Context: an optimization exercise on an open-source flow, tuned for small area, a short achievable clock period and few clock cycles. The choices shown serve that exercise and are no tape-out recipe. In this exercise RTL edits were held to simulation tests only and were not proved equivalent to the original. No activity file was given, so power comes from the tool's default toggle rates.

File: flow/design.v
module bqfp_frame_parser (
    input  wire       clk,
    input  wire       rst,         
    input  wire       in_valid,
    input  wire [7:0] in_data,
    output wire       in_ready,
    output wire       out_valid,
    output wire [7:0] out_data,
    output wire       out_last,
    input  wire       out_ready
);
    localparam integer N  = 254;           
    localparam integer VQ = 16;            
    localparam integer VW = 4;             
    localparam [2:0] ST_P1  = 3'd0,    
                     ST_P2  = 3'd1,    
                     ST_P3  = 3'd2,    
                     ST_CMD = 3'd3,    
                     ST_LEN = 3'd4,    
                     ST_CP  = 3'd5,    
                     ST_ER  = 3'd6;    
    localparam [7:0] PREAMBLE_1 = 8'h03;
    localparam [7:0] PREAMBLE_2 = 8'hAF;
    localparam [7:0] PREAMBLE_3 = 8'hEF;
    reg  [9*N-1:0] cv;
    wire [8:0]     s0   = cv[8:0];
    wire [8:0]     stap = cv[9*(N-1)-1 -: 9];    
    wire [8:0]     send = cv[9*N-1 -: 9];        
    reg        rdy_r;       
    reg        took_r;      
    reg        rc;          
    reg        rcx;         
    reg        hv;          
    reg  [7:0] hd;
    reg  [7:0] warm_cnt;    
    wire       warm = (warm_cnt == N - 2);
    wire take = in_valid && rdy_r;
    assign in_ready = rdy_r;
    reg  [8:0] s0_next;
    reg        hv_next;
    reg  [7:0] hd_next;
    always @(*) begin
        hv_next = hv;
        hd_next = hd;
        if (rc) begin
            if (hv) begin
                s0_next = {1'b1, hd};
                hd_next = send[7:0];
            end else if (rcx) begin
                s0_next = 9'd0;
                hv_next = 1'b1;
                hd_next = send[7:0];
            end else begin
                s0_next = {1'b1, send[7:0]};
            end
        end else if (hv) begin
            s0_next = {1'b1, hd};
            hv_next = 1'b0;
        end else begin
            s0_next = {take, in_data};
        end
        if (rst) begin
            s0_next[8] = 1'b0;
            hv_next    = 1'b0;
        end
    end
    always @(posedge clk) begin
        cv <= {cv[9*(N-1)-1:0], s0_next};
        hd <= hd_next;
    end
    reg [2:0] ws;
    reg [7:0] wcs;
    reg [7:0] wrem;
    reg       vpush;
    reg       vbit;
    wire [7:0] wd = s0[7:0];
    wire [7:0] wcs_next = wcs ^ wd;
    always @(*) begin
        vpush = 1'b0;
        vbit  = 1'b0;
        if (took_r) begin
            if (ws == ST_LEN && wd < 8'd6) begin
                vpush = 1'b1;
            end
            if (ws == ST_CP && wrem == 8'd1) begin
                vpush = 1'b1;
                vbit  = (wcs_next == 8'h00);
            end
        end
    end
    always @(posedge clk) begin
        if (rst) begin
            ws <= ST_P1;
        end else if (took_r) begin
            case (ws)
                ST_P1, ST_ER: if (wd == PREAMBLE_1) ws <= ST_P2;
                              else ws <= ST_ER;
                ST_P2:  ws <= (wd == PREAMBLE_2) ? ST_P3 : ST_ER;
                ST_P3:  ws <= (wd == PREAMBLE_3) ? ST_CMD : ST_ER;
                ST_CMD: ws <= ST_LEN;
                ST_LEN: ws <= (wd >= 8'd6) ? ST_CP : ST_ER;
                ST_CP:  if (wrem == 8'd1) ws <= ST_P1;
                default: ws <= ST_P1;
            endcase
        end
    end
    always @(posedge clk) begin
        if (took_r) begin
            case (ws)
                ST_P3:  wcs <= PREAMBLE_1 ^ PREAMBLE_2 ^ PREAMBLE_3;
                ST_CMD: wcs <= wcs_next;
                ST_LEN: begin wcs <= wcs_next; wrem <= wd - 8'd5; end
                ST_CP:  begin wcs <= wcs_next; wrem <= wrem - 8'd1; end
                default: ;
            endcase
        end
    end
    reg  [VQ-1:0] vq;
    reg  [VW-1:0] vq_wp, vq_rp;
    reg  [VW:0]   vq_n;
    wire          vq_head = vq[vq_rp];
    wire          vq_any  = (vq_n != 0);
    wire          vpop;
    always @(posedge clk) begin
        if (vpush) vq[vq_wp] <= vbit;
        if (rst) begin
            vq_wp <= 0;
            vq_rp <= 0;
            vq_n  <= 0;
        end else begin
            if (vpush) vq_wp <= vq_wp + 1'b1;
            if (vpop)  vq_rp <= vq_rp + 1'b1;
            vq_n <= vq_n + vpush - vpop;
        end
    end
    wire [VW:0] vq_n_next = vq_n + vpush - vpop;
    reg [2:0] rs;
    reg [7:0] rrem;
    reg       rok;
    reg       ov;  reg [7:0] od;  reg ol;
    reg       q1v; reg [7:0] q1d; reg q1l;
    reg       q2v; reg [1:0] q2e;      
    wire       tv = stap[8] && warm;
    wire [7:0] td = stap[7:0];
    reg  [1:0] np;           
    reg  [7:0] nb0;          
    reg        nl0;          
    reg  [1:0] ne;           
    reg  [2:0] rs_adv;       
    reg        need_v;       
    always @(*) begin
        np = 2'd0; nb0 = 8'hFF; nl0 = 1'b0; ne = 2'd0;
        rs_adv = rs; need_v = 1'b0;
        case (rs)
            ST_P1, ST_ER: begin
                if (td == PREAMBLE_1) rs_adv = ST_P2;
                else begin
                    rs_adv = ST_ER;
                    if (rs == ST_P1) begin np = 2'd2; ne = 2'd0; end
                end
            end
            ST_P2: if (td == PREAMBLE_2) rs_adv = ST_P3;
                   else begin rs_adv = ST_ER; np = 2'd2; ne = 2'd1; end
            ST_P3: if (td == PREAMBLE_3) rs_adv = ST_CMD;
                   else begin rs_adv = ST_ER; np = 2'd2; ne = 2'd2; end
            ST_CMD: begin
                need_v = 1'b1;
                np = 2'd1;
                nb0 = vq_head ? 8'h00 : 8'hFF;
                rs_adv = ST_LEN;
            end
            ST_LEN: begin
                np = 2'd1;
                if (td < 8'd6) begin
                    nb0 = 8'hFC; nl0 = 1'b1; rs_adv = ST_ER;
                end else begin
                    nb0 = rok ? td : 8'hFB; nl0 = !rok; rs_adv = ST_CP;
                end
            end
            ST_CP: begin
                np = {1'b0, rok};
                nb0 = td; nl0 = (rrem == 8'd1);
                if (rrem == 8'd1) rs_adv = ST_P1;
            end
            default: rs_adv = ST_P1;
        endcase
    end
    wire [1:0] qk    = {1'b0, ov} + {1'b0, q1v} + {1'b0, q2v};
    wire       room  = (np == 2'd0) || (qk <= 2'd1);
    wire       can   = room && (!need_v || vq_any);
    reg        fm;                          
    reg  [8:0] nu;                          
    reg  [8:0] nd;                          
    wire       cons  = tv && !fm && can;    
    wire       fail  = tv && !fm && !can;
    wire       pass  = tv && fm;
    assign vpop = cons && need_v;
    wire [8:0] nd_next = fm ? (nd + took_r - pass) : (nu + took_r - 1'b1);
    wire       fm_next = fm ? (nd_next != 0) : fail;
    wire pop = ov && out_ready;
    reg        p0v, p1v, p2v;
    reg  [7:0] p0d, p1d;
    reg        p0l, p1l;
    reg  [1:0] p2e;
    always @(*) begin
        p0v = ov;  p0d = od;  p0l = ol;
        p1v = q1v; p1d = q1d; p1l = q1l;
        p2v = q2v; p2e = q2e;
        if (cons && np != 2'd0) begin
            if (!ov) begin
                p0v = 1'b1; p0d = nb0; p0l = nl0;
                if (np == 2'd2) begin p1v = 1'b1; p1d = ~{6'd0, ne}; p1l = 1'b1; end
            end else begin
                p1v = 1'b1; p1d = nb0; p1l = nl0;
                if (np == 2'd2) begin p2v = 1'b1; p2e = ne; end
            end
        end
    end
    always @(posedge clk) begin
        if (rst) begin
            ov <= 1'b0; q1v <= 1'b0; q2v <= 1'b0;
        end else if (pop) begin
            ov <= p1v; od <= p1d; ol <= p1l;
            q1v <= p2v; q1d <= ~{6'd0, p2e}; q1l <= 1'b1;
            q2v <= 1'b0;
        end else begin
            ov <= p0v; od <= p0d; ol <= p0l;
            q1v <= p1v; q1d <= p1d; q1l <= p1l;
            q2v <= p2v; q2e <= p2e;
        end
    end
    always @(posedge clk) begin
        if (rst) begin
            rs <= ST_P1;
        end else if (cons) begin
            rs <= rs_adv;
            if (rs == ST_CMD) rok <= vq_head;
            if (rs == ST_LEN) rrem <= td - 8'd5;
            if (rs == ST_CP)  rrem <= rrem - 8'd1;
        end
    end
    always @(posedge clk) begin
        if (rst) begin
            warm_cnt <= 8'd0;
            took_r   <= 1'b0;
            rc       <= 1'b0;
            rcx      <= 1'b0;
            hv       <= 1'b0;
            fm       <= 1'b0;
            nu       <= 9'd0;
            nd       <= 9'd0;
            rdy_r    <= 1'b1;
        end else begin
            if (!warm) warm_cnt <= warm_cnt + 8'd1;
            took_r <= take;
            rc     <= tv && (fm || !can);
            rcx    <= fail;
            hv     <= hv_next;
            fm     <= fm_next;
            nd     <= nd_next;
            nu     <= nu + took_r - cons;
            rdy_r  <= !fm_next && !(tv && (fm || !can)) && !hv_next &&
                      (vq_n_next <= VQ - 2);
        end
    end
    assign out_valid = ov;
    assign out_data  = od;
    assign out_last  = ol;
endmodule
File: flow/run.sh
#!/bin/bash
# synth_recipe.tcl (not shown) runs the flow's synth.tcl, then flattens the netlist and writes it again
# the make line also repeats each setting of config.mk as NAME=value (left out here)
make -C /OpenROAD-flow-scripts/flow DESIGN_CONFIG=/design/flow/config.mk WORK_HOME=/design/flow/orfs CLKGATE_MAP_FILE= SYNTH_SCRIPT=/design/flow/synth_recipe.tcl finish
File: flow/config.mk
export PLATFORM = sky130hd
export DESIGN_NAME = bqfp_frame_parser
export DESIGN_NICKNAME = bqfp_frame_parser
export VERILOG_FILES = /design/flow/design.v
export SDC_FILE = /design/flow/constraint.sdc
export NUM_CORES = 4
export LEC_CHECK = 0
export CAP_MARGIN = 20
export CORE_MARGIN = 2
export CORE_UTILIZATION = 40
export SETUP_SLACK_MARGIN = 0.3
export SLEW_MARGIN = 20
File: flow/constraint.sdc
create_clock -name core_clock -period 7.0 [get_ports {clk}]
set_input_delay 1.4000 -clock core_clock [delete_from_list [all_inputs] [get_ports {clk}]]
set_output_delay 1.4000 -clock core_clock [all_outputs]
set_load 0.01 [all_outputs]
==> reports/qor_table.md <==
| Parameter | This run |
|:---|:---|
| Result of the run | no timing/DRC/antenna violations |
| Area share of the leading cell type in the synthesized netlist | 87.6% |
| Core Rows | 134 |
| Via count of the first global-routing pass | 20581 |
| Number of nets in the layout | 3394 |
| Detailed placement HPWL | 30100 µm |
| Cell count after synthesis | 3144 |
| Sequential-to-total area share from yosys stat | 91.5% |
| Min-Delay Endpoint | cv[833] |
| Layout filler cell count | 11281 |
| Synth-to-Final Area Change | 17.5% |
| Overall power | 25600 µW |
| Crit-path max FO | 9 |
| Critical path class | reg -> reg |
| Vias after detailed routing | 20710 |
| R2r startpoint | cv[2269] |
| Post_cts resized | 0 |
| Latest clock arrival within the worst-skew pair | 0.77 ns |
| Area of the die | 137000 µm² |
| Worst hold path depth | 0 |
| FF+latch area | 48900 µm² |
| Synthesized flop and latch total | 2408 |
| Wire length of the first global-routing pass | 104000 µm |
| Minimum clock period after layout | 4.28 ns |
| Leading area contributor after synthesis | dfxtp_1 |
| Maximum clock frequency | 234 MHz |
| Area of the multi-input gates | 4170 µm² |
| Routed vias/inst | 3.91 |
| Port bufs | 22 |
| CTS tree | yes |
| Synth warnings | 1 |
| Total Negative Setup Slacks | 0 ns |
| DRC violation total after the first TritonRoute iteration | 1118 |
| Worst slew margin | 33.0% |
| Worst path arrival time | 4.94 ns |
| Antenna diode count | 0 |
| Number of H-tree levels | 4 |
| Number of enable flip-flop cells after synthesis | 69 |
| Inserted Clock Buffers | 209 |
| Proportion of synthesized flip-flops having asynchronous set or reset | 0% |
| Type of element launching the critical path | flip-flop |
| Cell Pwr Density | 407 nW/µm² |
| Worst Tran Pin Value | 0.994 ns |
| Global routing usage on met3 | 2.89% |
| Final core occ | 47.2% |
| Hold violation count in the final report | 0 |
| R2r worst-path depth | 16 |
| Worst voltage drop across the vdd grid | 0.000212 V |
| Number of antenna violations at the first check in global routing | 0 |
| Leakage | 0.0249 µW |
| Width of the chip | 370 µm |
| Post-route DRC | 0 |
| Clock Tree Root | clkbuf_16 |
| Placer's final routability congestion estimate | 0.821 |
| Area of the mapped netlist | 53500 µm² |
| Routed length per instance | 11.5 µm |
| Setup violations, final | 0 |
| Capture point of the worst reg-to-reg path | rdy_r |
| Hold Crit Class | reg -> reg |
| Final Skew | 0.0159 ns |
| Number of pins with negative max-slew slack in the final report | 0 |
| Most used DFF post-synth | dfxtp_1 |
| Max-cap violations | 0 |
| Io pins | 23 |
| Initial standard-cell utilization of the core | 40.2% |
| Count of distinct cell types in the synthesized netlist | 70 |
| Met2 global-route usage | 11.7% |
| Post-CTS Setup Bufs | 0 |
| Clock edge transition at the registers on the reported setup and hold paths | 0.06 ns |
| Global-route layer with the greatest usage | met1 |
| Worst hold margin | 0.316 ns |
| Area of the placeable core | 133000 µm² |
| Antenna Nets Post-Route | 0 |
| Hold-fix buffers, CTS | 0 |
| CTS Sinks | 2408 |
| Overall fraction of global-route tracks in use | 9.19% |
| Net Count, Synth | 3196 |
| Beginning of the worst hold path | cv[824] |
| Global routing met1 resource utilization | 13.8% |
| Syn avg cell area | 17.0 µm² |
| Bufs on Longest Clock Path | 3 |
| Largest cells by area after synthesis | dfxtp_1 (88%), edfxtp_1 (3.9%), ha_1 (0.89%) |
| Y dimension of the die | 370 µm |
| Pin count of the biggest net entering global routing | 60 |
| Critical path data required time | 7.66 ns |
| Register-to-register setup slack | 2.72 ns |
| Detailed-router iteration count before antenna repair | 5 |
| Final worst path period share | 61.1% |
| Unrepaired setup endpoints after global routing | no |
| Fraction of final layout cells with drive strength greater than 1 | 10.4% |
| Total detailed-routing wirelength | 61100 µm |
| Type of element capturing the critical path | flip-flop |
| Aggregate global routing overflow | 0 |
| Worst setup slack after layout | 2.72 ns |
| Pre-CTS setup slack | 2.72 ns |
per-layer routing:
layer	share of wire, %	wire [µm]
met4	2.8	1730
met1	55	33700
met2	37	22800
met3	4.8	2910
met5	0	0
critical path, cell delays in order (launching register included):
cell and delay [ns]:
dfxtp_1 0.44, ha_1 0.20, or4b_4 0.48, o21ai_2 0.22, a31oi_1 0.16, or3_1 0.57
nor2_2 0.21, ha_1 0.26, inv_1 0.06, ha_1 0.16, inv_1 0.05, fa_1 0.39
xor2_1 0.17, nand2b_1 0.15, o311ai_0 0.35, a31oi_1 0.09, a21o_1 0.19
sequential cells by signal (all words and copies together) (netlist names), 4 cells and up:
signal,cells
nd,9
vq_n,5
nu,9
warm_cnt,8
od,8
hd,8
vq,16
vq_rp,4
wrem,8
cv,2285
q1d,8
vq_wp,4
rrem,8
wcs,8
where the power goes:
group / switching (µW) / internal (µW)
clock network: 4740 / 6670
logic: 116 / 83.4
registers: 53.1 / 13900
total: 4910 / 20700
placed cells by master, fill, tap and decap left out, drive strengths merged, types with 6 or more instances in the layout:
| cell | instances |
|---|---|
| a211oi | 6 |
| a21o | 12 |
| a21oi | 70 |
| a31oi | 13 |
| and2 | 9 |
| and3 | 6 |
| bufinv | 16 |
| clkbuf | 301 |
| clkdlybuf4s50 | 21 |
| clkinv | 57 |
| dfxtp | 2339 |
| edfxtp | 69 |
| ha | 38 |
| inv | 75 |
| mux2i | 14 |
| nand2 | 53 |
| nand2b | 11 |
| nand3 | 28 |
| nand3b | 6 |
| nand4 | 8 |
| nor2 | 98 |
| nor2b | 17 |
| nor3 | 20 |
| nor4 | 8 |
| o21ai | 57 |
| o31ai | 8 |
| xnor2 | 37 |
| xor2 | 37 |
cells in the mapped netlist, drive strengths merged (6+ instances only):
| master | n |
|---|---|
| o31ai | 8 |
| edfxtp | 69 |
| nor2 | 98 |
| nor3 | 20 |
| nand3b | 6 |
| ha | 38 |
| mux2i | 14 |
| clkbuf | 29 |
| and2 | 9 |
| nand2 | 53 |
| and3 | 6 |
| xor2 | 37 |
| a31oi | 13 |
| o21ai | 57 |
| nor2b | 17 |
| xnor2 | 37 |
| a21o | 12 |
| dfxtp | 2339 |
| inv | 62 |
| a21oi | 70 |
| nand2b | 11 |
| nor4 | 8 |
| buf | 9 |
| nand4 | 8 |
| a211oi | 6 |
| nand3 | 28 |
worst max-delay path by stage:
stage / from / endpoint / slack, ns
2_1_floorplan: cv[2269] / rdy_r / 3.30
3_3_place_gp: cv[2269] / rdy_r / 2.82
3_5_place_dp: cv[2269] / rdy_r / 2.72
4_1_cts: cv[2269] / rdy_r / 2.70
5_1_grt: cv[2269] / rdy_r / 2.37
6_report: cv[2269] / rdy_r / 2.72
kinds of logic (layout without fill, tap and decap cells):
family / count (synthesis) / after routing / share of synthesized area, %
DFF: 2408 / 2408 / 91.5
muxes: 23 / 23 / 0.536
xor gates and xnor gates: 74 / 74 / 1.21
adders and majority gates: 40 / 40 / 0.964
AOI/OAI and AO/OA: 201 / 201 / 2.29
buffers and inverters: 100 / 479 / 0.744
and+or+nand+nor: 298 / 298 / 2.80
layout make-up:
class | instances | share of cell area (%)
inverters | 62 | 0.370
clock buffers | 301 | 9.69
multi-input cells | 636 | 6.64
repair buffers | 25 | 0.378
clock inverters | 91 | 1.59
flip-flops and latches | 2408 | 77.8
well taps | 1768 | 3.52
metrics by stage:
step	cell area, µm²	std cells
5_1_grt	62800	5291
3_5_place_dp	55800	4899
3_3_place_gp	55800	4899
2_1_floorplan	53500	3144
4_1_cts	62800	5291
6_report	62800	5291
Testbench counts, summed over its fixed seeds: cycles 82,071.

[afterwards: timing with drivers on the ports]
The results above use ideal ports. As a check the final layout listed here was re-extracted and re-timed, cells and wires unchanged.
Step 1: set_driving_cell puts a clkbuf_16 on clk and a buf_2 on each other input, an assumption about the parent block.
Step 2, shift: input delay + t, output delay - t, t = (earliest + latest rising clock arrival at the registers) / 2. This alone moves slack from input paths to output paths.
a / b / c = ideal ports / drivers / drivers and shift; a / b = the first two.
shift t [ns]: 0.828
setup slack, ns: 2.725 / 2.725 / 2.725
hold WS [ns]: 0.316 / 0.316 / 0.316
worst setup path after step 2: register to register
slew at the worst register clock pin (ns): 0.07 / 0.07
After both steps setup and hold are still met in this run. For this run, drivers alone change the setup slack by 0.000 ns; drivers and shift together by 0.000 ns.
